Context: an optimization exercise on an open-source flow, tuned for small area, a short achievable clock period and few clock cycles. The choices shown serve that exercise and are no tape-out recipe. The RTL was checked by simulation tests, not by an equivalence proof against the original design. Power and IR drop assume default switching activity.

File: design/flow/flow/run.sh
#!/bin/bash
set -uo pipefail
MARGIN=7
REP=orfs/reports/sky130hd/zs_codec/base

clean_layout() {
  local r=$REP/6_finish.rpt
  [[ -f $r && -f $REP/drt_antennas.log ]] || return 1
  grep -q "^Net:" $REP/drt_antennas.log && return 1
  for k in "max slew" "max cap" "setup" "hold"; do
    grep -q "^$k violation count 0$" $r || return 1
  done
  return 0
}

attempt() {
  local n=$1; shift
  rm -f out/final.def
  bash standard.sh SETUP_SLACK_MARGIN=$MARGIN "$@" finish > flow_make_$n.log 2>&1
  local st=$?
  echo "standard.sh exit status $st" >> flow_make_$n.log
  [[ $st -eq 0 && -s out/final.def ]] || return 1
  if ! clean_layout; then
    echo "the layout has violations; trying again" >> flow_make_$n.log
    return 1
  fi
  return 0
}

attempt 1 && exit 0
mv orfs orfs_attempt1
attempt 2 PLACE_DENSITY=0.62 CORE_UTILIZATION=48 && exit 0
mv orfs orfs_attempt2
rm -f out/final.def
bash standard.sh SETUP_SLACK_MARGIN=$MARGIN PLACE_DENSITY=0.68 CORE_UTILIZATION=52 finish > flow_make_3.log 2>&1
st=$?
echo "standard.sh exit status $st" >> flow_make_3.log
exit $st
File: design/flow/standard.sh
#!/bin/bash
# synth_recipe.tcl (not shown) runs the flow's synth.tcl, then flattens the netlist and writes it again
# the make line also repeats each setting of config.mk as NAME=value (left out here)
make -C /OpenROAD-flow-scripts/flow DESIGN_CONFIG=/design/flow/config.mk WORK_HOME=/design/flow/orfs CLKGATE_MAP_FILE= SYNTH_SCRIPT=/design/flow/synth_recipe.tcl "${@:-finish}"
File: design/flow/config.mk
export PLATFORM = sky130hd
export DESIGN_NAME = zs_codec
export DESIGN_NICKNAME = zs_codec
export VERILOG_FILES = /design/flow/design.v
export SDC_FILE = /design/flow/constraint.sdc
export NUM_CORES = 8
export LEC_CHECK = 0
export ABC_CLOCK_PERIOD_IN_PS = 5000
export CAP_MARGIN = 25
export CORE_MARGIN = 2
export CORE_UTILIZATION = 50
export CTS_CLUSTER_DIAMETER = 70
export CTS_CLUSTER_SIZE = 30
export PLACE_DENSITY = 0.65
export SETUP_SLACK_MARGIN = 5
export SLEW_MARGIN = 25
File: design/flow/constraint.sdc
create_clock -name core_clock -period 10.0 [get_ports {clk}]
set_input_delay 2.0000 -clock core_clock [delete_from_list [all_inputs] [get_ports {clk}]]
set_output_delay 2.0000 -clock core_clock [all_outputs]
set_load 0.01 [all_outputs]
File: design/flow/design.v
module zs_codec (
    input             clk,
    input             rst,           
    input             host_req,
    input             host_we,
    input      [10:0] host_addr,
    input      [7:0]  host_wdata,
    output            host_ready,
    output reg        host_rvalid,
    output reg [7:0]  host_rdata,
    output            tx_valid,
    output     [31:0] tx_frame,      
    input             tx_ready
);
    localparam [7:0] OP_NOP        = 8'h00;
    localparam [7:0] OP_CW_U16     = 8'h10;
    localparam [7:0] OP_CW_BYTES   = 8'h11;
    localparam [7:0] OP_CW_SUBSYS  = 8'h12;
    localparam [7:0] OP_CW_TYPE    = 8'h13;
    localparam [7:0] OP_CW_NAME    = 8'h14;
    localparam [7:0] OP_CW_SER     = 8'h15;
    localparam [7:0] OP_HDR_BYTES  = 8'h20;
    localparam [7:0] OP_HDR_SER    = 8'h21;
    localparam [7:0] OP_FRM_BYTES  = 8'h22;
    localparam [7:0] OP_FRM_SER    = 8'h23;
    localparam [7:0] OP_CHECKSUM   = 8'h30;
    localparam [7:0] OP_ENV_BYTES  = 8'h31;
    localparam [7:0] OP_ENV_SER    = 8'h32;
    localparam [7:0] OP_ENV_CMD    = 8'h33;
    localparam [7:0] OP_LINK_MAKE  = 8'h40;
    localparam [7:0] OP_LINK_ACK   = 8'h41;
    localparam [7:0] OP_LINK_PARSE = 8'h42;
    localparam [3:0] E_OK        = 4'd0;
    localparam [3:0] E_FRAMING   = 4'd1;
    localparam [3:0] E_CHECKSUM  = 4'd2;
    localparam [3:0] E_TRUNC     = 4'd3;
    localparam [3:0] E_VARIANT   = 4'd4;
    localparam [3:0] E_LENGTH    = 4'd5;
    localparam [3:0] E_ILLEGAL   = 4'd6;
    localparam [4:0] I_NOP = 5'd0,
                     I_CW_U16 = 5'd1,
                     I_CW_BYTES = 5'd2,
                     I_CW_SUBSYS = 5'd3,
                     I_CW_TYPE = 5'd4,
                     I_CW_NAME = 5'd5,
                     I_CW_SER = 5'd6,
                     I_HDR_BYTES = 5'd7,
                     I_HDR_SER = 5'd8,
                     I_FRM_BYTES = 5'd9,
                     I_FRM_SER = 5'd10,
                     I_CHECKSUM = 5'd11,
                     I_ENV_BYTES = 5'd12,
                     I_ENV_SER = 5'd13,
                     I_ENV_CMD = 5'd14,
                     I_LINK_MAKE = 5'd15,
                     I_LINK_ACK = 5'd16,
                     I_LINK_PARSE = 5'd17,
                     I_ILL = 5'd31;
    localparam [2:0] G_NONE = 3'd0, G_ENVSER = 3'd1, G_FRMSER = 3'd2,
                     G_LINK = 3'd3, G_FRMFROM = 3'd4, G_ENVFROM = 3'd5,
                     G_CKSUM = 3'd6;
    localparam [2:0] W_IDLE = 3'd0, W_A1 = 3'd1, W_A2 = 3'd2, W_RUN = 3'd3,
                     W_P1 = 3'd4, W_P2 = 3'd5;
    localparam [1:0] OS_PAY = 2'd0, OS_PAY1 = 2'd1, OS_IB = 2'd2;
    function [15:0] crc_m1;
        input [15:0] x;
        begin
            crc_m1[0] = ^(x & 16'h1100);
            crc_m1[1] = ^(x & 16'h2200);
            crc_m1[2] = ^(x & 16'h4400);
            crc_m1[3] = ^(x & 16'h8800);
            crc_m1[4] = ^(x & 16'h1000);
            crc_m1[5] = ^(x & 16'h3100);
            crc_m1[6] = ^(x & 16'h6200);
            crc_m1[7] = ^(x & 16'hC400);
            crc_m1[8] = ^(x & 16'h8801);
            crc_m1[9] = ^(x & 16'h1002);
            crc_m1[10] = ^(x & 16'h2004);
            crc_m1[11] = ^(x & 16'h4008);
            crc_m1[12] = ^(x & 16'h9110);
            crc_m1[13] = ^(x & 16'h2220);
            crc_m1[14] = ^(x & 16'h4440);
            crc_m1[15] = ^(x & 16'h8880);
        end
    endfunction
    function [15:0] crc_m8;
        input [15:0] x;
        begin
            crc_m8[0] = ^(x & 16'h859B);
            crc_m8[1] = ^(x & 16'h0B36);
            crc_m8[2] = ^(x & 16'h166C);
            crc_m8[3] = ^(x & 16'h2CD8);
            crc_m8[4] = ^(x & 16'h59B0);
            crc_m8[5] = ^(x & 16'h36FB);
            crc_m8[6] = ^(x & 16'h6DF7);
            crc_m8[7] = ^(x & 16'hDBEE);
            crc_m8[8] = ^(x & 16'hB7DC);
            crc_m8[9] = ^(x & 16'h6FB8);
            crc_m8[10] = ^(x & 16'hDF70);
            crc_m8[11] = ^(x & 16'hBEE1);
            crc_m8[12] = ^(x & 16'hF859);
            crc_m8[13] = ^(x & 16'hF0B3);
            crc_m8[14] = ^(x & 16'hE166);
            crc_m8[15] = ^(x & 16'hC2CD);
        end
    endfunction
    function [15:0] crc_byte;
        input [15:0] c;
        input [7:0]  b;
        begin
            crc_byte = crc_m1(c ^ {b, 8'h00});
        end
    endfunction
    function [4:0] op_index;
        input [7:0] d;
        begin
            case (d)
                OP_NOP: op_index = I_NOP;
                OP_CW_U16: op_index = I_CW_U16;
                OP_CW_BYTES: op_index = I_CW_BYTES;
                OP_CW_SUBSYS: op_index = I_CW_SUBSYS;
                OP_CW_TYPE: op_index = I_CW_TYPE;
                OP_CW_NAME: op_index = I_CW_NAME;
                OP_CW_SER: op_index = I_CW_SER;
                OP_HDR_BYTES: op_index = I_HDR_BYTES;
                OP_HDR_SER: op_index = I_HDR_SER;
                OP_FRM_BYTES: op_index = I_FRM_BYTES;
                OP_FRM_SER: op_index = I_FRM_SER;
                OP_CHECKSUM: op_index = I_CHECKSUM;
                OP_ENV_BYTES: op_index = I_ENV_BYTES;
                OP_ENV_SER: op_index = I_ENV_SER;
                OP_ENV_CMD: op_index = I_ENV_CMD;
                OP_LINK_MAKE: op_index = I_LINK_MAKE;
                OP_LINK_ACK: op_index = I_LINK_ACK;
                OP_LINK_PARSE: op_index = I_LINK_PARSE;
                default: op_index = I_ILL;
            endcase
        end
    endfunction
    function reg_only;
        input [4:0] i;
        begin
            case (i)
                I_NOP, I_CW_U16, I_CW_BYTES, I_CW_SUBSYS, I_CW_TYPE, I_CW_NAME,
                I_CW_SER, I_HDR_BYTES, I_HDR_SER, I_ENV_CMD, I_LINK_PARSE, I_ILL:
                    reg_only = 1'b1;
                default:
                    reg_only = 1'b0;
            endcase
        end
    endfunction
    function known_subsys;
        input [4:0] c;
        begin
            known_subsys = (c <= 5'h09) || (c == 5'h0F) || (c == 5'h15);
        end
    endfunction
    reg [7:0]  op_r;
    reg [3:0]  err_r;
    reg        done_r;
    reg        sticky_r;
    reg [7:0]  cmd0_r, cmd1_r, len_r;
    reg        variant_r;
    reg [15:0] arg_r;
    reg [15:0] res_r;
    reg [8:0]  consumed_r;
    reg [8:0]  ibuf_len_r;
    reg [8:0]  obuf_len_r;
    reg [7:0]  obc0, obc1, obc2, obc3;       
    reg [7:0]  ibs0, ibs1, ibs2, ibs3, ibs4;  
    reg [8:0]  ibs1p4;                       
    reg [9:0]  ibs0p3, ibs1p5;               
    reg        frm_short, env_short;         
    reg [7:0]  pay0s;                        
    reg        hold_r;                       
    reg        txv_r;
    reg        tx_arm, tx_arm2, tx_arm3;     
    reg [2:0]  fa1, fa2, fa3;
    reg        fa4, fn0, fn2;
    reg  [7:0]    ph;
    reg  [2047:0] ibr, payr, obr;
    wire [2047:0] ibr_n, payr_n, obr_n;
    wire [7:0] ib_cur  [0:31];    
    wire [7:0] ib_prt  [0:31];    
    wire [7:0] pay_cur [0:31];    
    wire [7:0] pay_nx  [0:31];    
    wire [7:0] ob_cur  [0:31];
    wire [7:0] ib_nv   [0:31];    
    wire [7:0] pay_nv  [0:31];
    wire [7:0] ob_nv   [0:31];
    genvar gs, gk, gm;
    generate
        for (gs = 0; gs < 256; gs = gs + 1) begin : g_slot
            if (gs % 8 != 0) begin : g_plain
                assign ibr_n [8*gs +: 8] = ibr [8*((gs+1)%256) +: 8];
                assign payr_n[8*gs +: 8] = payr[8*((gs+1)%256) +: 8];
                assign obr_n [8*gs +: 8] = obr [8*((gs+1)%256) +: 8];
            end else begin : g_port
                assign ibr_n [8*gs +: 8] = ib_nv [gs/8];
                assign payr_n[8*gs +: 8] = pay_nv[gs/8];
                assign obr_n [8*gs +: 8] = ob_nv [gs/8];
            end
        end
        for (gk = 0; gk < 32; gk = gk + 1) begin : g_taps
            assign ib_cur [gk] = ibr [8*(8*gk+1) +: 8];
            assign ib_prt [gk] = ibr [8*(8*gk)   +: 8];
            assign pay_cur[gk] = payr[8*(8*gk+1) +: 8];
            assign pay_nx [gk] = payr[8*(8*gk+2) +: 8];
            assign ob_cur [gk] = obr [8*(8*gk+1) +: 8];
        end
    endgenerate
    always @(posedge clk) begin
        ibr  <= ibr_n;
        payr <= payr_n;
        obr  <= obr_n;
    end
    always @(posedge clk) begin
        if (rst) ph <= 8'd0;
        else     ph <= ph + 8'd1;
    end
    reg        e0_v, e1_v;
    reg        e0_we, e1_we;
    reg [7:0]  e0_d, e1_d;
    reg [7:0]  e0_a, e1_a;       
    reg [5:0]  e0_c, e1_c;       
    reg [7:0]  e0_dl, e1_dl;
    reg [4:0]  e0_oi;            
    reg        e0_ro;            
    reg        rdy_r;
    reg [7:0]  nk0, nk4;         
    assign host_ready = rdy_r;
    wire acc = host_req && rdy_r && !rst;
    wire [10:0] ha     = host_addr;
    wire [5:0]  in_c;
    assign in_c[0] = (ha[10:4] == 7'h00);
    assign in_c[1] = (ha[10:8] == 3'h1) && (ha[7:0] < 8'd250);
    assign in_c[2] = (ha[10:8] == 3'h2);
    assign in_c[3] = (ha[10:8] == 3'h4) && (ha[7:2] == 6'd0);
    assign in_c[4] = ((ha[10:8] == 3'h4) && (ha[7:2] != 6'd0)) ||
                     ((ha[10:8] == 3'h5) && (ha[7:2] == 6'd0));
    assign in_c[5] = (ha == 11'h000) && host_we;
    wire [7:0]  in_dl  = ha[7:0] + ((ha[9] | ha[10]) ? nk4 : nk0);
    wire [7:0]  a      = e0_a;
    wire        a_reg  = e0_c[0];
    wire        a_pay  = e0_c[1];
    wire        a_ib   = e0_c[2];
    wire        a_obc  = e0_c[3];
    wire        a_obr  = e0_c[4];
    wire        a_op   = e0_c[5];
    wire        a_ring = a_pay || a_ib || a_obr;
    wire        a_algn = (e0_dl[2:0] == 3'd0);
    wire [4:0]  a_port = e0_dl[7:3];
    reg [2:0]  g_op;          
    reg        g_ph;          
    reg [7:0]  g_n;           
    reg [8:0]  g_p;           
    reg        reg_pend;      
    reg [2:0]  w_st;
    reg [3:0]  w_cnt;
    reg [8:0]  w_len;         
    reg [7:0]  w_e;           
    reg        w_cpo;         
    reg [1:0]  w_osrc;
    reg        w_cpp;         
    reg        w_psrc;        
    reg        w_xib;         
    reg [3:0]  m_a, m_b;      
    reg        m_w;
    reg [15:0] mask;          
    reg [7:0]  xg0, xg1;
    reg [7:0]  xacc;
    reg [7:0]  fcs_r;
    wire w_run  = (w_st == W_RUN);
    wire w_arm  = (w_st == W_A1) || (w_st == W_A2);
    wire w_idle = (w_st == W_IDLE);
    reg [1:0]  tq_st;         
    reg [7:0]  tq_dl;         
    reg [4:0]  tq_port;
    reg [1:0]  tq_cnt;
    reg [1:0]  tq_v;          
    wire [7:0] tq_val = (tq_v == 2'd0) ? crc_r[15:8] :
                        (tq_v == 2'd1) ? crc_r[7:0]  :
                        (tq_v == 2'd2) ? 8'h7E : xacc;
    wire       tq_w   = (tq_st == 2'd2);
    reg        sv, sfv;
    reg  [8:0] sm;
    reg  [7:0] sx, sf, sfcs;
    reg [15:0] sc;
    reg        pv;
    reg  [7:0] pm;
    reg  [7:0] px;
    reg [1:0]  cr_st;         
    reg [1:0]  zph;           
    reg [2:0]  z_rem;
    reg [5:0]  z_chk;
    reg        st_pay;        
    reg [4:0]  cr_port;
    reg [8:0]  cr_cnt;
    reg [7:0]  crc_b;
    reg        crc_bv;
    reg [15:0] crc_r;
    wire [15:0] crc_step = crc_m1(crc_r ^ {(cr_st == 2'd3) ? 8'h00 : crc_b, 8'h00});
    wire [8:0] m_q9  = w_len + 9'd15 - {5'd0, w_e[3:0]};
    wire [4:0] m_q   = m_q9[8:4];
    wire [3:0] m_an  = 4'd0 - w_e[7:4];
    wire [4:0] m_sum = {1'b0, m_an} + m_q;
    wire [15:0] mask_n;
    generate
        for (gk = 0; gk < 16; gk = gk + 1) begin : g_mask
            wire ge = (gk >= m_a);
            wire lt = (gk <  m_b);
            assign mask_n[gk] = m_w ? (ge | lt) : (ge & lt);
        end
    endgenerate
    always @(posedge clk) begin
        m_a  <= m_an;
        m_b  <= m_sum[3:0];
        m_w  <= m_sum[4];
        mask <= mask_n;
    end
    wire        fcs_take = w_run && (g_op == G_ENVFROM) && !g_ph &&
                           (ph[2:0] == g_n[2:0]);
    wire        cr_algn  = st_pay ? (ph[2:0] == 3'd0) : (ph[2:0] == 3'd4);
    wire [4:0]  cr_p0    = st_pay ? (5'd0 - ph[7:3]) : ~ph[7:3];
    wire        cr_take  = ((cr_st == 2'd1) && cr_algn) || (cr_st == 2'd2);
    wire [4:0]  cr_psel  = (cr_st == 2'd1) ? cr_p0 : cr_port;
    reg  [1:0]  ps_ring;            
    reg  [4:0]  ps_port;
    reg  [1:0]  pg_sel;
    reg  [7:0]  pg [0:3];
    wire [7:0]  pg_out = pg[pg_sel];
    generate
        for (gm = 0; gm < 4; gm = gm + 1) begin : g_rgrp
            wire [5:0] sl = 6'd8 * gm + {3'd0, ps_port[2:0]};
            always @(posedge clk)
                pg[gm] <= (ps_ring == 2'd0) ? payr[64*sl +: 8] :
                          (ps_ring == 2'd1) ? ibr [64*sl +: 8] :
                                              obr [64*sl +: 8];
        end
    endgenerate
    wire eng_idle = (g_op == G_NONE);
    wire eng_ib   = (g_op == G_LINK) || (g_op == G_FRMFROM) || (g_op == G_ENVFROM) ||
                    (g_op == G_CKSUM);
    wire eng_pay  = (g_op == G_ENVSER) || (g_op == G_FRMSER) || (g_op == G_FRMFROM) ||
                    (g_op == G_ENVFROM);
    wire cp_young = w_run && !w_cnt[3];
    reg  can;
    always @(*) begin
        can = 1'b0;
        if (e0_v && !reg_pend) begin
            if (e0_we) begin
                if (a_op)
                    can = hold_r || eng_idle || e0_ro;
                else if (a_pay || a_ib)
                    can = hold_r || ((a_pay ? !eng_pay : !eng_ib) && a_algn);
                else
                    can = 1'b1;
            end else begin
                if (a_ring)
                    can = a_algn && !w_arm && !(cp_young && a_port[0] &&
                                                 ((a_obr && w_cpo) || (a_pay && w_cpp)));
                else
                    can = 1'b1;
            end
        end
    end
    wire proc    = can;
    wire do_wr   = proc && e0_we && !hold_r;         
    wire issue   = do_wr && a_op;
    wire h_pay_w = do_wr && a_pay;
    wire h_ib_w  = do_wr && a_ib;
    wire [1:0] q_cnt  = {1'b0, e0_v} + {1'b0, e1_v};
    wire [1:0] q_next = q_cnt - {1'b0, proc} + {1'b0, acc};
    always @(posedge clk) begin
        if (rst) begin
            e0_v  <= 1'b0;
            e1_v  <= 1'b0;
            rdy_r <= 1'b0;
            nk0   <= 8'hFF;
            nk4   <= 8'hFB;
        end else begin
            nk0   <= nk0 - 8'd1;
            nk4   <= nk4 - 8'd1;
            rdy_r <= (q_next != 2'd2);
            e0_dl <= e0_dl - 8'd1;
            e1_dl <= e1_dl - 8'd1;
            if (proc || !e0_v) begin
                if (e1_v) begin
                    e0_v <= 1'b1; e0_we <= e1_we; e0_a <= e1_a; e0_d <= e1_d;
                    e0_oi <= op_index(e1_d);
                    e0_ro <= reg_only(op_index(e1_d));
                    e0_c <= e1_c; e0_dl <= e1_dl - 8'd1;
                    e1_v <= acc;
                    if (acc) begin
                        e1_we <= host_we; e1_a <= ha[7:0]; e1_d <= host_wdata;
                        e1_c <= in_c; e1_dl <= in_dl;
                    end
                end else begin
                    e0_v <= acc;
                    if (acc) begin
                        e0_we <= host_we; e0_a <= ha[7:0]; e0_d <= host_wdata;
                        e0_oi <= op_index(host_wdata);
                        e0_ro <= reg_only(op_index(host_wdata));
                        e0_c <= in_c; e0_dl <= in_dl;
                    end
                end
            end else if (acc) begin
                e1_v <= 1'b1; e1_we <= host_we; e1_a <= ha[7:0]; e1_d <= host_wdata;
                e1_c <= in_c; e1_dl <= in_dl;
            end
        end
    end
    generate
        for (gk = 0; gk < 32; gk = gk + 1) begin : g_ports
            wire hsel  = (a_port == gk);
            wire ib_w  = h_ib_w  && hsel;
            wire pay_w = h_pay_w && hsel;
            wire cpp   = (gk % 2 == 0) && w_run && w_cpp && mask[gk/2];
            wire cpo   = (gk % 2 == 0) && w_run && w_cpo && mask[gk/2];
            wire tlw   = tq_w && (tq_port == gk);
            assign ib_nv[gk]  = ib_w ? e0_d : ib_cur[gk];
            assign pay_nv[gk] = pay_w ? e0_d :
                                cpp ? (w_psrc ? ib_cur[gk] : ib_prt[gk]) :
                                pay_cur[gk];
            assign ob_nv[gk]  = cpo ? ((w_osrc == OS_PAY)  ? pay_cur[gk] :
                                       (w_osrc == OS_PAY1) ? pay_nx[gk] : ib_prt[gk]) :
                                tlw ? tq_val : ob_cur[gk];
        end
    endgenerate
    reg [7:0] xgrp [0:1];
    integer xi, xm;
    always @(*) begin
        for (xm = 0; xm < 2; xm = xm + 1) begin
            xgrp[xm] = 8'h00;
            for (xi = 8*xm; xi < 8*xm + 8; xi = xi + 1)
                xgrp[xm] = xgrp[xm] ^ ({8{mask[xi] & w_xib}} & ib_cur[2*xi]);
        end
    end
    reg [7:0] rd_reg;
    always @(*) begin
        case (a[3:0])
            4'h0: rd_reg = op_r;
            4'h1: rd_reg = {1'b0, sticky_r, hold_r, done_r, err_r};
            4'h2: rd_reg = cmd0_r;
            4'h3: rd_reg = cmd1_r;
            4'h4: rd_reg = len_r;
            4'h5: rd_reg = {7'd0, variant_r};
            4'h6: rd_reg = arg_r[7:0];
            4'h7: rd_reg = arg_r[15:8];
            4'h8: rd_reg = res_r[7:0];
            4'h9: rd_reg = res_r[15:8];
            4'hA: rd_reg = consumed_r[7:0];
            4'hB: rd_reg = {7'd0, consumed_r[8]};
            4'hC: rd_reg = ibuf_len_r[7:0];
            4'hD: rd_reg = {7'd0, ibuf_len_r[8]};
            4'hE: rd_reg = obuf_len_r[7:0];
            default: rd_reg = {7'd0, obuf_len_r[8]};
        endcase
    end
    wire [7:0] rd_obc = (a[1:0] == 2'd0) ? obc0 : (a[1:0] == 2'd1) ? obc1 :
                        (a[1:0] == 2'd2) ? obc2 : obc3;
    reg       rq1_v, rq1_ring, rq2_v, rq2_ring;
    reg [7:0] rq1_dat, rq2_dat;
    reg       fq1, fq2, cq1, cq2;
    always @(posedge clk) begin
        if (rst) begin
            rq1_v       <= 1'b0;
            rq2_v       <= 1'b0;
            host_rvalid <= 1'b0;
            fq1 <= 1'b0; fq2 <= 1'b0;
            cq1 <= 1'b0; cq2 <= 1'b0;
        end else begin
            rq1_v       <= proc && !e0_we;
            rq2_v       <= rq1_v;
            host_rvalid <= rq2_v;
            fq1 <= fcs_take; fq2 <= fq1;
            cq1 <= cr_take;  cq2 <= cq1;
        end
        rq1_ring <= a_ring;
        rq1_dat  <= a_reg ? rd_reg : a_obc ? rd_obc : 8'h00;
        rq2_ring <= rq1_ring;
        rq2_dat  <= rq1_dat;
        pg_sel   <= ps_port[4:3];
        host_rdata <= !rq2_v ? 8'h00 : rq2_ring ? pg_out : rq2_dat;
        if (cr_take) begin
            ps_ring <= st_pay ? 2'd0 : 2'd1; ps_port <= cr_psel;
        end else if (fcs_take) begin
            ps_ring <= 2'd1; ps_port <= g_n[7:3] - ph[7:3];
        end else begin
            ps_ring <= a_pay ? 2'd0 : a_ib ? 2'd1 : 2'd2;
            ps_port <= a_port;
        end
    end
    always @(posedge clk) begin
        fa1 <= arg_r[2:0];
        fa2 <= fa1;
        fa3 <= fa2;
        fa4 <= fa3[1];
        fn0 <= ~fa1[0];
        fn2 <= ~fa1[2];
    end
    wire [31:0] txf_r = {8'h7E,
                         fn2, fa4, fa3[0], 1'b0, 1'b1, fa3[2], fa3[1], fa2[0],
                         1'b1, fa2[2], fa2[1], fn0, 3'b000, 1'b1,
                         1'b1, 4'b0000, fa1[2], fa1[1], fa1[0]};
    always @(posedge clk)
        txv_r <= !rst && (tx_arm3 || (txv_r && !tx_ready));
    assign tx_valid = txv_r;
    assign tx_frame = txf_r;
    wire   tx_acc   = !rst && txv_r && tx_ready;
    reg        ak_pend;
    reg [1:0]  ak_cnt;
    wire       ak_fire = ak_pend && ((ak_cnt == 2'd0) || (ak_cnt == 2'd1 && proc));
    wire [7:0] wd       = e0_d;
    wire [8:0] il_wr    = a[0] ? {wd[0], ibuf_len_r[7:0]} : {ibuf_len_r[8], wd};
    wire [8:0] il_new   = (il_wr > 9'd256) ? 9'd256 : il_wr;
    wire [7:0] ack_c    = 8'h80 | {5'd0, arg_r[2:0]};
    wire [8:0] lk_p     = ibuf_len_r;
    wire       lk_fast  = sv && (sm == ibuf_len_r);
    wire       es_fast  = (len_r == 8'd0) || (pv && pm == len_r);
    wire [7:0] es_fold  = len_r ^ cmd0_r ^ cmd1_r;
    task complete;
        input [3:0] e;
        begin
            err_r  <= e;
            done_r <= 1'b1;
            if (e != E_OK)
                sticky_r <= 1'b1;
        end
    endtask
    task sweep;
        input [1:0] lo_code;      
        input [8:0] len;
        begin
            w_len <= len;
            w_e   <= ph + ((lo_code == 2'd0) ? 8'd3 : (lo_code == 2'd1) ? 8'd7 : 8'd6);
            w_st  <= W_A1;
        end
    endtask
    task tail;
        input [7:0] lo;
        input [1:0] n;
        input [1:0] v;
        reg   [7:0] d;
        begin
            d = lo - ph - 8'd1;
            tq_cnt <= n;
            tq_v   <= v;
            tq_dl  <= d;
            tq_port <= d[7:3];
            tq_st  <= (d[2:0] == 3'd0) ? 2'd2 : 2'd1;
        end
    endtask
    always @(posedge clk) begin
        if (rst) begin
            op_r       <= 8'h00;
            err_r      <= E_OK;
            done_r     <= 1'b0;
            sticky_r   <= 1'b0;
            cmd0_r     <= 8'h00;
            cmd1_r     <= 8'h00;
            len_r      <= 8'h00;
            variant_r  <= 1'b0;
            arg_r      <= 16'h0000;
            res_r      <= 16'h0000;
            consumed_r <= 9'd0;
            ibuf_len_r <= 9'd0;
            obuf_len_r <= 9'd0;
            frm_short  <= 1'b1;
            env_short  <= 1'b1;
            hold_r     <= 1'b0;
            tx_arm     <= 1'b0;
            tx_arm2    <= 1'b0;
            tx_arm3    <= 1'b0;
            ak_pend    <= 1'b0;
            ak_cnt     <= 2'd0;
            g_op       <= G_NONE;
            w_st       <= W_IDLE;
            w_cpo      <= 1'b0;
            w_cpp      <= 1'b0;
            w_xib      <= 1'b0;
            reg_pend   <= 1'b0;
            tq_st      <= 2'd0;
            cr_st      <= 2'd0;
            crc_bv     <= 1'b0;
            xg0 <= 8'h00; xg1 <= 8'h00;
            sv         <= 1'b0;
            sfv        <= 1'b0;
            pv         <= 1'b0;
        end else begin
            if (proc && e0_we && a_reg && a[3:0] == 4'h1 && wd[6])
                sticky_r <= 1'b0;
            if (do_wr && a_reg) begin
                case (a[3:0])
                    4'h2: cmd0_r    <= wd;
                    4'h3: cmd1_r    <= wd;
                    4'h4: len_r     <= wd;
                    4'h5: variant_r <= wd[0];
                    4'h6: arg_r[7:0]  <= wd;
                    4'h7: arg_r[15:8] <= wd;
                    4'hC, 4'hD: begin
                        ibuf_len_r <= il_new;
                        frm_short  <= {1'b0, il_new} < ibs0p3;
                        env_short  <= {1'b0, il_new} < ibs1p5;
                    end
                    default: ;
                endcase
            end
            if (h_ib_w) begin
                case (a[7:0])
                    8'd0: begin
                        ibs0      <= wd;
                        ibs0p3    <= 10'd3 + {2'd0, wd};
                        frm_short <= {1'b0, ibuf_len_r} < 10'd3 + {2'd0, wd};
                    end
                    8'd1: begin
                        ibs1      <= wd;
                        ibs1p4    <= 9'd4 + {1'b0, wd};
                        ibs1p5    <= 10'd5 + {2'd0, wd};
                        env_short <= {1'b0, ibuf_len_r} < 10'd5 + {2'd0, wd};
                    end
                    8'd2: ibs2 <= wd;
                    8'd3: ibs3 <= wd;
                    8'd4: ibs4 <= wd;
                    default: ;
                endcase
                if (a[7:0] == 8'd0) begin
                    sv  <= 1'b1;
                    sm  <= 9'd1;
                    sx  <= wd;
                    sc  <= crc_byte(16'h0000, wd);
                    sfv <= 1'b0;
                end else if (sv && {1'b0, a[7:0]} == sm) begin
                    sm <= sm + 9'd1;
                    sx <= sx ^ wd;
                    sc <= crc_byte(sc, wd);
                    if (sm == ibs1p4) begin
                        sf   <= sx ^ ibs0;
                        sfcs <= wd;
                        sfv  <= 1'b1;
                    end
                end else
                    sv <= 1'b0;
            end
            if (h_pay_w) begin
                if (a[7:0] == 8'd0)
                    pay0s <= wd;
                if (a[7:0] == 8'd0) begin
                    pv <= 1'b1;
                    pm <= 8'd1;
                    px <= wd;
                end else if (pv && a[7:0] == pm) begin
                    pm <= pm + 8'd1;
                    px <= px ^ wd;
                end else
                    pv <= 1'b0;
            end
            tx_arm2 <= tx_arm;
            tx_arm3 <= tx_arm2;
            if (tx_arm)
                tx_arm <= 1'b0;
            if (tx_acc) begin
                ak_pend <= 1'b1;
                ak_cnt  <= q_next;
            end else if (ak_pend) begin
                if (ak_fire) begin
                    ak_pend    <= 1'b0;
                    hold_r     <= 1'b0;
                    obc0       <= txf_r[7:0];
                    obc1       <= txf_r[15:8];
                    obc2       <= txf_r[23:16];
                    obc3       <= 8'h7E;
                    obuf_len_r <= 9'd4;
                    res_r      <= {txf_r[15:8], txf_r[23:16]};
                    complete(E_OK);
                end else if (proc)
                    ak_cnt <= ak_cnt - 2'd1;
            end
            if (w_run && w_xib) begin
                xg0 <= xgrp[0]; xg1 <= xgrp[1];
            end else begin
                xg0 <= 8'h00; xg1 <= 8'h00;
            end
            xacc <= xacc ^ xg0 ^ xg1 ^ ((crc_bv && st_pay) ? crc_b : 8'h00);
            if (fq2)
                fcs_r <= pg_out;
            if (crc_bv && !st_pay)
                crc_r <= crc_step;
            crc_bv <= cq2;
            if (cq2)
                crc_b <= pg_out;
            if (cr_st == 2'd1 && cr_algn) begin
                cr_port <= cr_p0;
                cr_cnt  <= cr_cnt - 9'd1;
                cr_st   <= (cr_cnt == 9'd1) ? 2'd0 : 2'd2;
            end else if (cr_st == 2'd2) begin
                cr_cnt <= cr_cnt - 9'd1;
                if (cr_cnt == 9'd1)
                    cr_st <= 2'd0;
            end else if (cr_st == 2'd3) begin
                case (zph)
                    2'd0: begin
                        crc_r <= crc_step;
                        z_rem <= z_rem - 3'd1;
                        if (z_rem == 3'd1)
                            zph <= (z_chk != 6'd0) ? 2'd1 : 2'd2;
                    end
                    2'd1: begin
                        crc_r <= crc_m8(crc_r);
                        z_chk <= z_chk - 6'd1;
                        if (z_chk == 6'd1)
                            zph <= 2'd2;
                    end
                    default: begin
                        crc_r <= crc_r ^ sc;
                        cr_st <= 2'd0;
                    end
                endcase
            end
            w_e <= w_e + 8'd1;
            case (w_st)
                W_A1: w_st <= W_A2;
                W_A2: begin
                    w_st  <= W_RUN;
                    w_cnt <= 4'd0;
                end
                W_RUN: begin
                    w_cnt <= w_cnt + 4'd1;
                    if (w_cnt == 4'd15) begin
                        if (w_xib)
                            w_st <= W_P1;       
                        else begin
                            w_st  <= W_IDLE;
                            w_cpo <= 1'b0;
                            w_cpp <= 1'b0;
                        end
                    end
                end
                W_P1: w_st <= W_P2;
                W_P2: begin
                    w_st  <= W_IDLE;
                    w_cpo <= 1'b0;
                    w_cpp <= 1'b0;
                    w_xib <= 1'b0;
                end
                default: ;
            endcase
            if (tq_st == 2'd1) begin
                tq_dl <= tq_dl - 8'd1;
                if (tq_dl[2:0] == 3'd1) begin
                    tq_st   <= 2'd2;
                    tq_port <= tq_dl[7:3];
                end
            end else if (tq_st == 2'd2) begin
                tq_v   <= tq_v + 2'd1;
                tq_cnt <= tq_cnt - 2'd1;
                if (tq_cnt == 2'd1)
                    tq_st <= 2'd0;
            end
            if (g_op != G_NONE) begin
                case (g_op)
                    G_ENVSER: begin
                        if (!g_ph) begin
                            if (cr_st == 2'd0 && !cq1 && !cq2 && !crc_bv) begin
                                tail(g_n, 2'd1, 2'd3);
                                reg_pend <= 1'b0;
                                g_ph     <= 1'b1;
                            end
                        end else if (w_idle && tq_st == 2'd0)
                            g_op <= G_NONE;
                    end
                    G_LINK: begin
                        if (!g_ph) begin
                            if (cr_st == 2'd0 && !cq1 && !cq2 && !crc_bv) begin
                                res_r    <= crc_r;
                                reg_pend <= 1'b0;
                                g_ph     <= 1'b1;
                                case (g_p)
                                    9'd0: begin obc1 <= crc_r[15:8]; obc2 <= crc_r[7:0]; obc3 <= 8'h7E; end
                                    9'd1: begin obc2 <= crc_r[15:8]; obc3 <= crc_r[7:0]; end
                                    9'd2: begin obc3 <= crc_r[15:8]; end
                                    default: ;
                                endcase
                                if (g_p >= 9'd3)
                                    tail(g_p[7:0] - 8'd3, 2'd3, 2'd0);
                                else if (g_p != 9'd0)
                                    tail(8'd0, g_p[1:0], 2'd3 - g_p[1:0]);
                            end
                        end else if (w_idle && tq_st == 2'd0)
                            g_op <= G_NONE;
                    end
                    G_ENVFROM: begin
                        if (!g_ph) begin
                            if (w_idle) begin
                                reg_pend <= 1'b0;
                                if (fcs_r != xacc) begin
                                    complete(E_CHECKSUM);
                                    g_op <= G_NONE;
                                end else if (g_n > 8'd250) begin
                                    complete(E_LENGTH);
                                    g_op <= G_NONE;
                                end else begin
                                    variant_r  <= 1'b0;
                                    len_r      <= g_n;
                                    cmd0_r     <= ibs2;
                                    cmd1_r     <= ibs3;
                                    res_r      <= {8'd0, xacc};
                                    consumed_r <= 9'd5 + {1'b0, g_n};
                                    complete(E_OK);
                                    pv <= 1'b1;
                                    pm <= g_n;
                                    px <= xacc ^ ibs1 ^ ibs2 ^ ibs3;
                                    g_ph <= 1'b1;
                                    if (g_n == 8'd0)
                                        g_op <= G_NONE;
                                    else begin
                                        pay0s  <= ibs4;
                                        w_cpp  <= 1'b1;
                                        w_psrc <= 1'b1;
                                        sweep(2'd0, {1'b0, g_n});
                                    end
                                end
                            end
                        end else if (w_idle)
                            g_op <= G_NONE;
                    end
                    G_CKSUM: begin
                        if (w_idle) begin
                            res_r    <= {8'd0, xacc};
                            reg_pend <= 1'b0;
                            g_op     <= G_NONE;
                        end
                    end
                    default: begin
                        if (w_idle)
                            g_op <= G_NONE;
                    end
                endcase
            end
            if (issue) begin
                op_r   <= wd;
                done_r <= 1'b0;
                case (e0_oi)
                    I_NOP: complete(E_OK);
                    I_CW_U16: begin
                        cmd0_r <= arg_r[7:0];
                        cmd1_r <= arg_r[15:8];
                        complete(E_OK);
                    end
                    I_CW_BYTES: begin
                        if (ibuf_len_r < 9'd2)
                            complete(E_TRUNC);
                        else begin
                            cmd0_r     <= ibs0;
                            cmd1_r     <= ibs1;
                            consumed_r <= 9'd2;
                            complete(E_OK);
                        end
                    end
                    I_CW_SUBSYS: begin
                        res_r <= known_subsys(cmd0_r[4:0]) ? {11'd0, cmd0_r[4:0]} : 16'd0;
                        complete(E_OK);
                    end
                    I_CW_TYPE: begin
                        res_r <= {13'd0, cmd0_r[7:5]};
                        complete(E_OK);
                    end
                    I_CW_NAME: begin
                        res_r <= {7'd0, known_subsys(cmd0_r[4:0]), 3'd0, cmd0_r[4:0]};
                        complete(E_OK);
                    end
                    I_CW_SER: begin
                        obc0 <= cmd0_r;
                        obc1 <= cmd1_r;
                        obuf_len_r <= 9'd2;
                        complete(E_OK);
                    end
                    I_HDR_BYTES: begin
                        if (ibuf_len_r < 9'd3)
                            complete(E_TRUNC);
                        else if (ibs0 > 8'd250)
                            complete(E_LENGTH);
                        else begin
                            len_r      <= ibs0;
                            cmd0_r     <= ibs1;
                            cmd1_r     <= ibs2;
                            consumed_r <= 9'd3;
                            complete(E_OK);
                        end
                    end
                    I_HDR_SER: begin
                        obc0 <= len_r;
                        obc1 <= cmd0_r;
                        obc2 <= cmd1_r;
                        obuf_len_r <= 9'd3;
                        complete(E_OK);
                    end
                    I_FRM_BYTES: begin
                        if (ibuf_len_r < 9'd3)
                            complete(E_TRUNC);
                        else if (ibs0 > 8'd250)
                            complete(E_LENGTH);
                        else if (frm_short)
                            complete(E_TRUNC);
                        else begin
                            len_r      <= ibs0;
                            cmd0_r     <= ibs1;
                            cmd1_r     <= ibs2;
                            consumed_r <= 9'd3 + {1'b0, ibs0};
                            complete(E_OK);
                            if (ibs0 != 8'd0) begin
                                pay0s  <= ibs3;
                                pv     <= 1'b0;
                                g_op   <= G_FRMFROM;
                                w_cpp  <= 1'b1;
                                w_psrc <= 1'b0;
                                sweep(2'd0, {1'b0, ibs0});
                            end
                        end
                    end
                    I_FRM_SER: begin
                        if (len_r > 8'd250)
                            complete(E_LENGTH);
                        else begin
                            obc0 <= len_r;
                            obc1 <= cmd0_r;
                            obc2 <= cmd1_r;
                            if (len_r != 8'd0)
                                obc3 <= pay0s;
                            obuf_len_r <= 9'd3 + {1'b0, len_r};
                            complete(E_OK);
                            if (len_r > 8'd1) begin
                                g_op   <= G_FRMSER;
                                w_cpo  <= 1'b1;
                                w_osrc <= OS_PAY1;
                                sweep(2'd0, {1'b0, len_r - 8'd1});
                            end
                        end
                    end
                    I_CHECKSUM: begin
                        xacc <= 8'h00;
                        complete(E_OK);
                        if (ibuf_len_r == 9'd0)
                            res_r <= 16'd0;
                        else if (sv && sm == ibuf_len_r)
                            res_r <= {8'd0, sx};
                        else begin
                            reg_pend <= 1'b1;
                            g_op     <= G_CKSUM;
                            w_xib    <= 1'b1;
                            sweep(2'd1, ibuf_len_r);
                        end
                    end
                    I_ENV_BYTES: begin
                        xacc <= 8'h00;
                        if (ibuf_len_r < 9'd1 || ibs0 != 8'hFE)
                            complete(E_FRAMING);
                        else if (ibuf_len_r < 9'd2)
                            complete(E_FRAMING);
                        else if (env_short)
                            complete(E_FRAMING);
                        else if (sv && sfv) begin
                            if (sfcs != sf)
                                complete(E_CHECKSUM);
                            else if (ibs1 > 8'd250)
                                complete(E_LENGTH);
                            else begin
                                variant_r  <= 1'b0;
                                len_r      <= ibs1;
                                cmd0_r     <= ibs2;
                                cmd1_r     <= ibs3;
                                res_r      <= {8'd0, sf};
                                consumed_r <= 9'd5 + {1'b0, ibs1};
                                complete(E_OK);
                                pv <= 1'b1;
                                pm <= ibs1;
                                px <= sf ^ ibs1 ^ ibs2 ^ ibs3;
                                if (ibs1 != 8'd0) begin
                                    pay0s  <= ibs4;
                                    g_op   <= G_ENVFROM;
                                    g_ph   <= 1'b1;
                                    g_n    <= ibs1;
                                    w_cpp  <= 1'b1;
                                    w_psrc <= 1'b1;
                                    sweep(2'd0, {1'b0, ibs1});
                                end
                            end
                        end else begin
                            reg_pend <= 1'b1;
                            g_op     <= G_ENVFROM;
                            g_ph     <= 1'b0;
                            g_n      <= ibs1;
                            w_xib    <= 1'b1;
                            sweep(2'd2, {1'b0, ibs1} + 9'd3);
                        end
                    end
                    I_ENV_SER: begin
                        if (variant_r)
                            complete(E_VARIANT);
                        else if (len_r > 8'd250)
                            complete(E_LENGTH);
                        else begin
                            obc0 <= 8'hFE;
                            obc1 <= len_r;
                            obc2 <= cmd0_r;
                            obc3 <= cmd1_r;
                            obuf_len_r <= 9'd5 + {1'b0, len_r};
                            complete(E_OK);
                            g_op <= G_ENVSER;
                            g_ph <= 1'b0;
                            g_n  <= len_r;
                            if (len_r != 8'd0) begin
                                w_cpo  <= 1'b1;
                                w_osrc <= OS_PAY;
                                sweep(2'd0, {1'b0, len_r});
                            end
                            if (es_fast) begin
                                xacc <= es_fold ^ (len_r == 8'd0 ? 8'h00 : px);
                                g_ph <= 1'b1;
                                tail(len_r, 2'd1, 2'd3);
                            end else begin
                                xacc     <= es_fold;
                                reg_pend <= 1'b1;
                                st_pay   <= 1'b1;
                                cr_st    <= 2'd1;
                                cr_cnt   <= {1'b0, len_r};
                            end
                        end
                    end
                    I_ENV_CMD: begin
                        if (variant_r)
                            complete(E_VARIANT);
                        else begin
                            res_r <= {cmd1_r, cmd0_r};
                            complete(E_OK);
                        end
                    end
                    I_LINK_MAKE: begin
                        obc0 <= arg_r[7:0];
                        if (lk_p >= 9'd1) obc1 <= ibs0;
                        if (lk_p >= 9'd2) obc2 <= ibs1;
                        if (lk_p >= 9'd3) obc3 <= ibs2;
                        obuf_len_r <= lk_p + 9'd4;
                        complete(E_OK);
                        reg_pend <= 1'b1;
                        g_op     <= G_LINK;
                        g_ph     <= 1'b0;
                        g_p      <= lk_p;
                        crc_r    <= crc_byte(16'h0000, arg_r[7:0]);
                        st_pay   <= 1'b0;
                        if (lk_p != 9'd0) begin
                            cr_st  <= lk_fast ? 2'd3 : 2'd1;
                            cr_cnt <= lk_p;
                            z_rem  <= lk_p[2:0];
                            z_chk  <= lk_p[8:3];
                            zph    <= (lk_p[2:0] != 3'd0) ? 2'd0 : 2'd1;
                        end
                        if (lk_p >= 9'd4) begin
                            w_cpo  <= 1'b1;
                            w_osrc <= OS_IB;
                            sweep(2'd0, lk_p - 9'd3);
                        end
                    end
                    I_LINK_ACK: begin
                        hold_r   <= 1'b1;
                        tx_arm   <= 1'b1;
                    end
                    I_LINK_PARSE: begin
                        res_r <= {9'd0, arg_r[6:4] + 3'd1, arg_r[3], arg_r[6:4]};
                        complete(E_OK);
                    end
                    default: complete(E_ILLEGAL);
                endcase
            end
        end
    end
endmodule
==> impl_metrics.tcl, run 1 <==
set metrics [dict create \
    worst_pin_slew_ps 1226 \
    dr.pass1.iters 9 \
    critPathTopFamily "flip-flops" \
    ios 67 \
    vias_per_cell 5.378 \
    critPathSlowestCell "dfxtp_4" \
    synth_top_area_share_pct 67.76 \
    grt_max_degree 127 \
    synthesis.area_um2 189800 \
    ys_top_cells_by_count "6,424 x dfxtp_1, 1,130 x nand2_1, 823 x nor2_1" \
    fillers 33040 \
    fmax_mhz 288.4 \
    ys_async_sr_fraction_pct 0 \
    rsz0062_at_grt "true" \
    routed_wirelength_um 551300 \
    final_util_pct 54.06 \
    slew_headroom_pct 17.97 \
    fin_tns_setup_ps 0 \
    cts_made_buffers 318 \
    regArea_um2 139600 \
    skew_ps 76.35 \
    synthToLayoutAreaGrowth_pct 11.97 \
    yosysSeqAreaShare_pct 73.50 \
    final_max_slew_viol_count 0 \
    yosys_warnings 3 \
    layout-drive-gt1-share_pct 15.38 \
    postSynthAreaPerCell_um2 13.01 \
    grt_overflow_total 0 \
    timing_hold_violations_final 0 \
    antenna_found_initial 37 \
    power_density_nw_per_um2 210.5 \
    start_kind "flip-flop" \
    fin_nets 14940 \
    die-area_um2 400500 \
    ys_seq_elements 6787 \
    start_util_pct 48.28 \
    max_stage_delay_ps 400 \
    p_leak_nw 82.42 \
    first_global_vias 101700 \
    path_clk_slew_ps 100 \
    wl_per_cell_um 27.33 \
    ys.flop_type "dfxtp_1" \
    coreArea_um2 393100 \
    worstSetupPathType "flip-flop to primary output" \
    detail-route-antenna-nets 0 \
    die_width_um 632.8 \
    drc_errors 0 \
    multi_input_area_um2 49330 \
    synth_edf_count 363 \
    clkLatencyLatePin_ps 990 \
    clock-sinks 6787 \
    cts.path.max_buffers 4 \
    end_kind "primary output" \
    setup_ws_ps 6533 \
    num_vias 108500 \
    place_congestion 0.9932 \
    whs_ps 277.1 \
    synthTopCellsByArea "dfxtp_1 68%, edfxtp_1 5.7%, mux2_2 3.3%" \
    drt_iter0_drc 11200 \
    cp_max_fo 2 \
    cts_tree "done" \
    synth_area_leader_cell "dfxtp_1" \
    cap_violations 0 \
    grt_pass1_wl_um 764800 \
    pre_cts_ws_ps 4913 \
    clockRootBuffer "clkbuf_16" \
    row_count 230 \
    cp_cell_sequence "buf_6" \
    cp.buffers_inverters 1 \
    dp_cells 19350 \
    fin_cells 20170 \
    ir_drop_uv 144.8 \
    grt_usage_pct 26.86 \
    outcome "complete, no violations" \
    required_ps 8000 \
    setup_viol 0 \
    min_period_ps 3467 \
    fin_crit_sh_pct 34.67 \
    yosysMostFrequentCell "dfxtp_1" \
    synth_cell_types 113 \
    postCtsHoldBufs 0 \
    cts-htree-levels 5 \
    place.port_buffers 46 \
    critPathArrivalTime_ps 1470 \
    hpwl_um 368400 \
    synthCells 14590 \
    die_h_um 632.8 \
    hold_class "flip-flop to flip-flop" \
]
-- timing repair --
item,in CTS,in global routing
setup buffers,204,90
resized for setup,647,216
pin swaps,84,83
setup endpoints to repair,1212,471
gates cloned,15,3
-- final timing paths --
path              startpoint           end  slack (ps)  cells past startpoint
hold / removal     payr[830]     payr[822]         280                      0
setup reg to reg      g_p[1]    tq_port[4]        6910                     13
setup / recovery      fa3[2]  tx_frame[18]        6530                      1
hold reg to reg    payr[830]     payr[822]         280                      0
-- cell families after synthesis --
family / Yosys count / share of synthesized area, %
AO/OA/AOI/OAI: 2298 / 7.248
flip-flops: 6787 / 73.50
multiplexers: 1182 / 7.364
buffers and inverters: 940 / 1.978
XOR/XNOR: 614 / 2.841
other: 2 / 0.003957
adder cells (fa/ha/maj): 163 / 1.088
AND/OR/NAND/NOR: 2600 / 5.976
-- flip-flops by register name (all words and copies together) (netlist names), 16 cells and up --
name / flops
payr: 2048
ibr: 2048
obr: 2048
mask: 16
sc: 16
arg_r: 16
res_r: 16
pg: 32
crc_r: 16
-- layer usage --
layer  global-route usage [%]  vias to the layer above  wire (um)
met2                    41.28                     4277     240100
li1                         -                    49550          -
met3                    4.492                     1265      39880
met5                        0                        -         55
met4                    14.14                        8      34230
met1                    36.44                    53370     237000
-- power by group --
group / leakage (nW) / internal (mW) / switching, mW
Combinational: 22.3 / 0.544 / 1.06
Clock: 4.94 / 6.50 / 8.83
Sequential: 55.2 / 27.4 / 0.367
-- area by class of cell --
cell class              instances  share of cell area [%]
diodes                         27                 0.03179
clock buffers                 343                   3.877
clock inverters               138                  0.9049
inverters                     169                  0.3474
multi-input cells            6881                   23.21
flip-flops and latches       6787                   65.70
well taps                    5220                   3.073
repair buffers                602                   2.836
repair inverters                3                 0.01178
-- cells in the final DEF (no fill, tap or decap), types with 27 or more instances in the layout --
| master | n |
|---|---|
| dfxtp_1 | 6379 |
| nand2_1 | 1056 |
| nor2_1 | 760 |
| o21ai_0 | 725 |
| a21oi_1 | 708 |
| mux2_2 | 558 |
| mux2i_1 | 493 |
| buf_4 | 409 |
| xnor2_1 | 407 |
| edfxtp_1 | 363 |
| clkbuf_16 | 327 |
| xor2_1 | 191 |
| inv_1 | 135 |
| a211oi_1 | 134 |
| ha_1 | 124 |
| mux4_2 | 114 |
| nand3_1 | 98 |
| o22ai_1 | 85 |
| nor3_1 | 77 |
| buf_6 | 69 |
| o211ai_1 | 68 |
| nand2_2 | 61 |
| a21o_1 | 59 |
| buf_12 | 56 |
| nor2b_1 | 49 |
| and3_1 | 47 |
| nand2b_1 | 46 |
| a31oi_1 | 46 |
| a22o_1 | 44 |
| a22oi_1 | 43 |
| nor2_4 | 41 |
| o21ai_1 | 41 |
| nand4_1 | 39 |
| inv_6 | 37 |
| a21oi_2 | 32 |
| nand2_4 | 31 |
| nor2_2 | 29 |
| dfxtp_4 | 29 |
| a222oi_1 | 28 |
| diode_2 | 27 |
-- per-stage QoR --
stage	total power, mW	area (um^2)
6_report	44.74	212500
5_1_grt	46.09	212500
4_1_cts	44.97	210800
3_5_place_dp	29.86	196600
3_3_place_gp	29.87	196500
2_1_floorplan	29.05	190500
Testbench counts, summed over its fixed seeds: cycles 111,884.
==> run 2, diff against run 1 <==
--- a/design/flow/config.mk
+++ b/design/flow/config.mk
@@ -6,6 +6,6 @@
 export NUM_CORES = 8
 export LEC_CHECK = 0
-export ABC_CLOCK_PERIOD_IN_PS = 5000
-export CAP_MARGIN = 25
+export ABC_CLOCK_PERIOD_IN_PS = 3000
+export CAP_MARGIN = 20
 export CORE_MARGIN = 2
 export CORE_UTILIZATION = 50
@@ -14,3 +14,3 @@
 export PLACE_DENSITY = 0.65
 export SETUP_SLACK_MARGIN = 5
-export SLEW_MARGIN = 25
+export SLEW_MARGIN = 20
==> run 2 against run 1 <==
Compared with the run above: setup slack worse by 5.4 ps; first-iteration DRC count rose by 10%; global-route usage up 1.0 points; die area is 4.0% lower; maximum frequency is 0.16% lower; sequential cell count unchanged; combinational power barely moved; largest cell class unchanged.
==> impl_metrics.tcl, run 2 <==
set metrics [dict create \
    fin_tns_setup_ps 0 \
    synthToLayoutAreaGrowth_pct 11.66 \
    routed_wirelength_um 554800 \
    wl_per_cell_um 27.84 \
    drt_iter0_drc 12360 \
    postSynthAreaPerCell_um2 13.01 \
    critPathArrivalTime_ps 1470 \
    layout_common_cells "6,376 x dfxtp_1, 1,049 x nand2_1, 765 x nor2_1, 719 x o21ai_0, 709 x a21oi_1" \
    worstHoldStart "obr[1439]" \
    synthTopCellsByArea "dfxtp_1 68%, edfxtp_1 5.7%, mux2_2 3.3%" \
    outcome "complete, no violations" \
    fmax_mhz 288.0 \
    cap_violations 0 \
    cts_tree "done" \
    antenna_found_initial 47 \
    max_stage_delay_ps 370 \
    hold_class "flip-flop to flip-flop" \
    cp_max_fo 2 \
    yosys_warnings 3 \
    required_ps 8000 \
    start_util_pct 50.17 \
    coreArea_um2 378300 \
    setup_viol 0 \
    ys_top_cells_by_count "6,424 x dfxtp_1, 1,130 x nand2_1, 823 x nor2_1" \
    dr.pass1.iters 9 \
    cp_cell_sequence "buf_6" \
    synthesis.area_um2 189800 \
    synthCells 14590 \
    reg2regPathDepth 11 \
    cts_made_buffers 314 \
    final_util_pct 56.02 \
    clkLatencyLatePin_ps 1010 \
    r2r_setup_slack_ps 6800 \
    drc_errors 0 \
    path_clk_slew_ps 110 \
    num_vias 109000 \
    synth_edf_count 363 \
    fillers 30970 \
    timing_hold_violations_final 0 \
    grt_overflow_total 0 \
    first_global_vias 101600 \
    layout-drive-gt1-share_pct 14.94 \
    p_leak_nw 82.23 \
    cts-htree-levels 5 \
    final_max_slew_viol_count 0 \
    fin_area_um2 211900 \
    synth_cell_types 113 \
    min_period_ps 3473 \
    largestRegisters "ibr: 2048 flops, obr: 2048 flops, payr: 2048 flops" \
    clockRootBuffer "clkbuf_16" \
    synth_area_leader_cell "dfxtp_1" \
    layout_commonest_cell "dfxtp_1" \
    fin_crit_sh_pct 34.73 \
    start_kind "flip-flop" \
    cp.buffers_inverters 1 \
    skew_ps 95.97 \
    die-area_um2 384500 \
    hold_path_depth 0 \
    hold_end "obr[1431]" \
    synth_top_area_share_pct 67.76 \
    ios 67 \
    ys_async_sr_fraction_pct 0 \
    place_area_um2 196200 \
    end_kind "primary output" \
    ys_seq_elements 6787 \
    place_congestion 1.032 \
    power_density_nw_per_um2 210.1 \
    die_width_um 620.1 \
    power_mw 44.54 \
    ys.flop_type "dfxtp_1" \
    grt_max_degree 92 \
    detail-route-antenna-nets 0 \
    vias_per_cell 5.469 \
    worst_pin_slew_ps 1290 \
    ir_drop_uv 142.2 \
    grt_usage_pct 27.87 \
    clock-sinks 6787 \
    critPathSlowestCell "dfxtp_4" \
    hpwl_um 369300 \
    rr_startpoint "e0_oi[3]" \
    die_h_um 620.1 \
    critPathTopFamily "flip-flops" \
    slew_headroom_pct 13.69 \
    yosysSeqAreaShare_pct 73.50 \
    fin_nets 14910 \
    row_count 226 \
    yosysMostFrequentCell "dfxtp_1" \
    rsz0062_at_grt "true" \
    worstSetupPathType "flip-flop to primary output" \
    r2r_end "pay0s[2]" \
    grt_pass1_wl_um 761200 \
    place.port_buffers 46 \
    cts.path.max_buffers 4 \
]
run 2: cell counts after synthesis:
No cell type changed its count.
run 2: area by class of cell:
class | instances | area [um^2] | area share [%]
Timing Repair Buffer | 575 | 5954 | 2.810
Antenna cell | 33 | 82.58 | 0.03896
Inverter | 169 | 749.5 | 0.3536
Tap cell | 5016 | 6276 | 2.961
Multi-Input combinational cell | 6883 | 49230 | 23.23
Timing Repair inverter | 2 | 16.27 | 0.007675
Clock inverter | 122 | 1872 | 0.8832
Sequential cell | 6787 | 139600 | 65.89
Clock buffer | 342 | 8108 | 3.826
run 2: logic make-up after synthesis:
family,count (synthesis),synth area share [%]
other,2,0.003957
buffers and inverters,940,1.978
and+or+nand+nor,2600,5.976
xor gates and xnor gates,614,2.841
AOI/OAI and AO/OA,2298,7.248
DFF,6787,73.50
adders and majority gates,163,1.088
muxes,1182,7.364
run 2: worst max path at each step:
| stage | startpoint | end | slack [ps] | cells past startpoint |
|---|---|---|---|---|
| 6_report | rdy_r | host_ready | 6530 | 1 |
| 5_1_grt | rdy_r | host_ready | 6480 | 1 |
| 4_1_cts | rdy_r | host_ready | 6460 | 1 |
| 3_5_place_dp | host_addr[9] | e0_dl[7] | 5300 | 12 |
| 3_3_place_gp | host_addr[9] | e0_dl[7] | 5230 | 12 |
| 2_1_floorplan | host_addr[10] | e0_dl[7] | 6090 | 11 |
run 2: where the power goes:
part           internal (mW)  switching, mW
sequential              27.4          0.414
combinational          0.538           1.03
clock                   6.37           8.75
run 2: routing by layer:
layer | routed length, um | share of wire (%) | GRT usage, %
met1 | 233900 | 42 | 37.43
met3 | 44670 | 8.1 | 5.393
met2 | 240500 | 43 | 42.62
met5 | 114 | 0.021 | 0.08838
met4 | 35610 | 6.4 | 14.96
run 2: what timing repair did:
action,4_1_cts,5_1_grt
hold buffers,0,0
resized for setup,642,245
buffers inserted,172,101
endpoints found under the setup margin,1209,525
gates cloned,14,9
pin swaps,91,110
run 2: metrics by stage:
| stage | std cells | hold slack [ps] | setup slack, ps |
|---|---|---|---|
| 6_report | 19930 | 274.4 | 6527 |
| 5_1_grt | 19900 | 288.5 | 6485 |
| 4_1_cts | 19790 | 276.6 | 6459 |
| 3_5_place_dp | 19140 | 312.1 | 5298 |
| 3_3_place_gp | 19130 | 309.5 | 5227 |
| 2_1_floorplan | 14600 | 309.6 | 6091 |
==> run 3, diff against run 2 <==
--- a/design/flow/design.v
+++ b/design/flow/design.v
@@ -230,5 +230,5 @@
     reg [7:0]  nk0, nk4;         
     assign host_ready = rdy_r;
-    wire acc = host_req && rdy_r && !rst;
+    wire acc = host_req && !e1_v && !rst;
     wire [10:0] ha     = host_addr;
     wire [5:0]  in_c;
@@ -376,5 +376,5 @@
             e0_v  <= 1'b0;
             e1_v  <= 1'b0;
-            rdy_r <= 1'b0;
+            rdy_r <= 1'b1;
             nk0   <= 8'hFF;
             nk4   <= 8'hFB;
@@ -515,5 +515,6 @@
     wire [8:0] il_wr    = a[0] ? {wd[0], ibuf_len_r[7:0]} : {ibuf_len_r[8], wd};
     wire [8:0] il_new   = (il_wr > 9'd256) ? 9'd256 : il_wr;
-    wire [7:0] ack_c    = 8'h80 | {5'd0, arg_r[2:0]};
+    wire [7:0]  ack_c   = 8'h80 | {5'd0, arg_r[2:0]};
+    wire [15:0] ack_crc = crc_byte(16'h0000, ack_c);
     wire [8:0] lk_p     = ibuf_len_r;
     wire       lk_fast  = sv && (sm == ibuf_len_r);
@@ -667,10 +668,10 @@
                     ak_pend    <= 1'b0;
                     hold_r     <= 1'b0;
-                    obc0       <= txf_r[7:0];
-                    obc1       <= txf_r[15:8];
-                    obc2       <= txf_r[23:16];
+                    obc0       <= ack_c;
+                    obc1       <= ack_crc[15:8];
+                    obc2       <= ack_crc[7:0];
                     obc3       <= 8'h7E;
                     obuf_len_r <= 9'd4;
-                    res_r      <= {txf_r[15:8], txf_r[23:16]};
+                    res_r      <= ack_crc;
                     complete(E_OK);
                 end else if (proc)
--- a/design/flow/flow/run.sh
+++ b/design/flow/flow/run.sh
@@ -1,5 +1,5 @@
 #!/bin/bash
 set -uo pipefail
-MARGIN=7
+MARGIN=6.8
 REP=orfs/reports/sky130hd/zs_codec/base
 
--- a/design/flow/config.mk
+++ b/design/flow/config.mk
@@ -6,6 +6,6 @@
 export NUM_CORES = 8
 export LEC_CHECK = 0
-export ABC_CLOCK_PERIOD_IN_PS = 3000
-export CAP_MARGIN = 20
+export ABC_CLOCK_PERIOD_IN_PS = 5000
+export CAP_MARGIN = 25
 export CORE_MARGIN = 2
 export CORE_UTILIZATION = 50
@@ -14,3 +14,3 @@
 export PLACE_DENSITY = 0.65
 export SETUP_SLACK_MARGIN = 5
-export SLEW_MARGIN = 20
+export SLEW_MARGIN = 25
==> run 3 against run 2 <==
Compared with the run above: total power grew 0.58%; still clean; sequential power about the same; highest routed layer unchanged; maximum frequency up 1.1%.
==> impl_metrics.tcl, run 3 <==
set metrics [dict create \
    fin_nets 14870 \
    critPathCapture "host_ready" \
    ys.flop_type "dfxtp_1" \
    cp.buffers_inverters 1 \
    grt_overflow_total 0 \
    coreArea_um2 378300 \
    setup_viol 0 \
    cap_violations 0 \
    hold_class "flip-flop to flip-flop" \
    cts-htree-levels 5 \
    ys_top_cells_by_count "6,424 x dfxtp_1, 1,067 x nand2_1, 877 x nor2_1" \
    grt_max_degree 107 \
    cp_cell_sequence "buf_6" \
    place_congestion 1.080 \
    first_global_vias 101200 \
    ios 67 \
    layout_commonest_cell "dfxtp_1" \
    synth_top_area_share_pct 67.76 \
    start_kind "flip-flop" \
    postSynthAreaPerCell_um2 12.97 \
    start_util_pct 50.16 \
    yosysSeqAreaShare_pct 73.51 \
    final_util_pct 55.69 \
    fmax_mhz 291.1 \
    wl_per_cell_um 27.61 \
    synthesis.area_um2 189800 \
    cts_made_buffers 308 \
    drc_errors 0 \
    postCtsHoldBufs 0 \
    fillers 31130 \
    ir_drop_uv 196.0 \
    clkLatencyLatePin_ps 990 \
    critPathTopFamily "flip-flops" \
    p_leak_nw 80.67 \
    synthToLayoutAreaGrowth_pct 11.03 \
    vias_per_cell 5.483 \
    skew_ps 77.92 \
    synth_edf_count 363 \
    regArea_um2 139600 \
    critPathArrivalTime_ps 1440 \
    die-area_um2 384500 \
    max_stage_delay_ps 330 \
    critPathSlowestCell "dfxtp_2" \
    clockRootBuffer "clkbuf_16" \
    cts_tree "done" \
    detail-route-antenna-nets 0 \
    end_kind "primary output" \
    timing_hold_violations_final 0 \
    rr_startpoint "len_r[4]" \
    r2r_end "obc1[1]" \
    path_clk_slew_ps 110 \
    rsz0062_at_grt "true" \
    fin_area_um2 210700 \
    clock-sinks 6787 \
    power_mw 44.79 \
    r2r_setup_slack_ps 6690 \
    whs_ps 268.1 \
    row_count 226 \
    routed_wirelength_um 548900 \
    yosysMostFrequentCell "dfxtp_1" \
    reg2regPathDepth 10 \
    synthCells 14630 \
    outcome "complete, no violations" \
    required_ps 8000 \
    ys_seq_elements 6787 \
    dr.pass1.iters 12 \
    multi_input_area_um2 49020 \
    drt_iter0_drc 12570 \
    min_period_ps 3435 \
    layout-drive-gt1-share_pct 13.97 \
    layout_common_cells "6,383 x dfxtp_1, 1,032 x nand2_1, 817 x nor2_1, 742 x o21ai_0, 713 x a21oi_1" \
    worstSetupPathType "flip-flop to primary output" \
    antenna_found_initial 52 \
    num_vias 109000 \
    place.port_buffers 46 \
    synthTopCellsByArea "dfxtp_1 68%, edfxtp_1 5.7%, mux2_2 3.3%" \
    ys_async_sr_fraction_pct 0 \
    hpwl_um 368500 \
    slew_headroom_pct 14.71 \
    critPathLaunch "rdy_r" \
    fin_crit_sh_pct 34.35 \
    grt_pass1_wl_um 759200 \
    grt_usage_pct 27.81 \
    final_max_slew_viol_count 0 \
    place_area_um2 195900 \
    die_width_um 620.1 \
    largestRegisters "ibr: 2048 flops, obr: 2048 flops, payr: 2048 flops" \
    worst_pin_slew_ps 1270 \
    cts.path.max_buffers 4 \
    die_h_um 620.1 \
    synth_area_leader_cell "dfxtp_1" \
    synth_cell_types 99 \
    power_density_nw_per_um2 212.6 \
    cp_max_fo 1 \
    fin_tns_setup_ps 0 \
    cp.depth 1 \
    yosys_warnings 3 \
]
==> run 3: power breakdown <==
group | internal [mW] | leakage, nW | switching [mW]
Combinational | 0.637 | 20.8 | 1.33
Clock | 6.19 | 4.68 | 8.66
Sequential | 27.6 | 55.2 | 0.397
==> run 3: per-stage QoR <==
step / instances / setup WS [ps]
floorplan: 14650 / 5623
global placement: 19170 / 5071
detailed placement: 19170 / 5103
CTS: 19770 / 6488
global route: 19850 / 6518
finish: 19880 / 6565
==> run 3: area by class of cell <==
class	instances	area share, %
Timing Repair Buffer	510	2.545
Sequential cell	6787	66.24
Tap cell	5016	2.978
Timing Repair inverter	1	0.003563
Clock inverter	123	0.8301
Multi-Input combinational cell	6904	23.26
Antenna cell	33	0.03919
Clock buffer	326	3.758
Inverter	178	0.3396
==> run 3: how the worst min path moves through the flow <==
stage / startpoint / endpoint / cells past startpoint / slack (ps)
6_report: ibr[144] / ibr[136] / 0 / 270
5_1_grt: obr[735] / obr[727] / 0 / 280
4_1_cts: obr[856] / obr[848] / 0 / 280
3_5_place_dp: ibr[491] / ibr[483] / 0 / 310
3_3_place_gp: payr[1273] / payr[1265] / 0 / 310
2_1_floorplan: ibr[1008] / ibr[1000] / 0 / 310
==> run 3: what timing repair did <==
item,4_1_cts,5_1_grt
pin swaps,71,65
setup buffers,142,67
endpoints found under the setup margin,1167,819
cloned,9,7
resized for setup,558,223
==> run 3: routing by layer <==
layer | track usage, % | share of wire [%] | vias to the layer above | wire, um
met5 | 0 | 0.038 | - | 206
met4 | 15.07 | 6.5 | 14 | 35530
met2 | 41.43 | 42 | 4806 | 232800
li1 | - | - | 49450 | -
met1 | 37.87 | 43 | 53280 | 235000
met3 | 5.962 | 8.3 | 1442 | 45320
==> run 3: logic make-up (layout without fill, tap and decap cells) <==
family,count (synthesis),after routing,synth area share [%]
compound gates,2343,2343,7.423
flops,6787,6787,73.51
xor+xnor,610,610,2.830
simple gates,2633,2635,6.083
fa+ha+maj,160,160,1.072
mux,1136,1136,7.105
other cells,2,53,0.003957
buf+inv,963,1138,1.978
Testbench counts of run 3, summed over its fixed seeds: cycles 111,884.

## what the ideal ports hide
The results above use ideal ports. As a check the final layouts listed here were re-extracted and re-timed, cells and wires unchanged. Step 1 (the two cells are an assumption about what drives the block):
set clk [get_ports {clk}]
set_driving_cell -lib_cell sky130_fd_sc_hd__clkbuf_16 $clk
set_driving_cell -lib_cell sky130_fd_sc_hd__buf_2 [delete_from_list [all_inputs] $clk]
Step 2, shift: input delay + t, output delay - t, t = (earliest + latest rising clock arrival at the registers) / 2. This alone moves slack from input paths to output paths. Three values: ideal, step 1, step 2; two values: the first two.
| run | t (ns) | slack for setup (ns) | slew at the worst register clock pin (ns) |
|---|---|---|---|
| run 1 | 1.054 | 6.533 / 6.432 / 5.797 | 0.11 / 0.11 |
| run 2 | 1.055 | 6.527 / 6.427 / 5.602 | 0.11 / 0.11 |
| run 3 | 1.050 | 6.565 / 6.457 / 5.687 | 0.11 / 0.11 |
After both steps setup and hold are still met in every run listed. For run 2, which loses most, drivers alone change the setup slack by -0.100 ns; drivers and shift together by -0.925 ns.
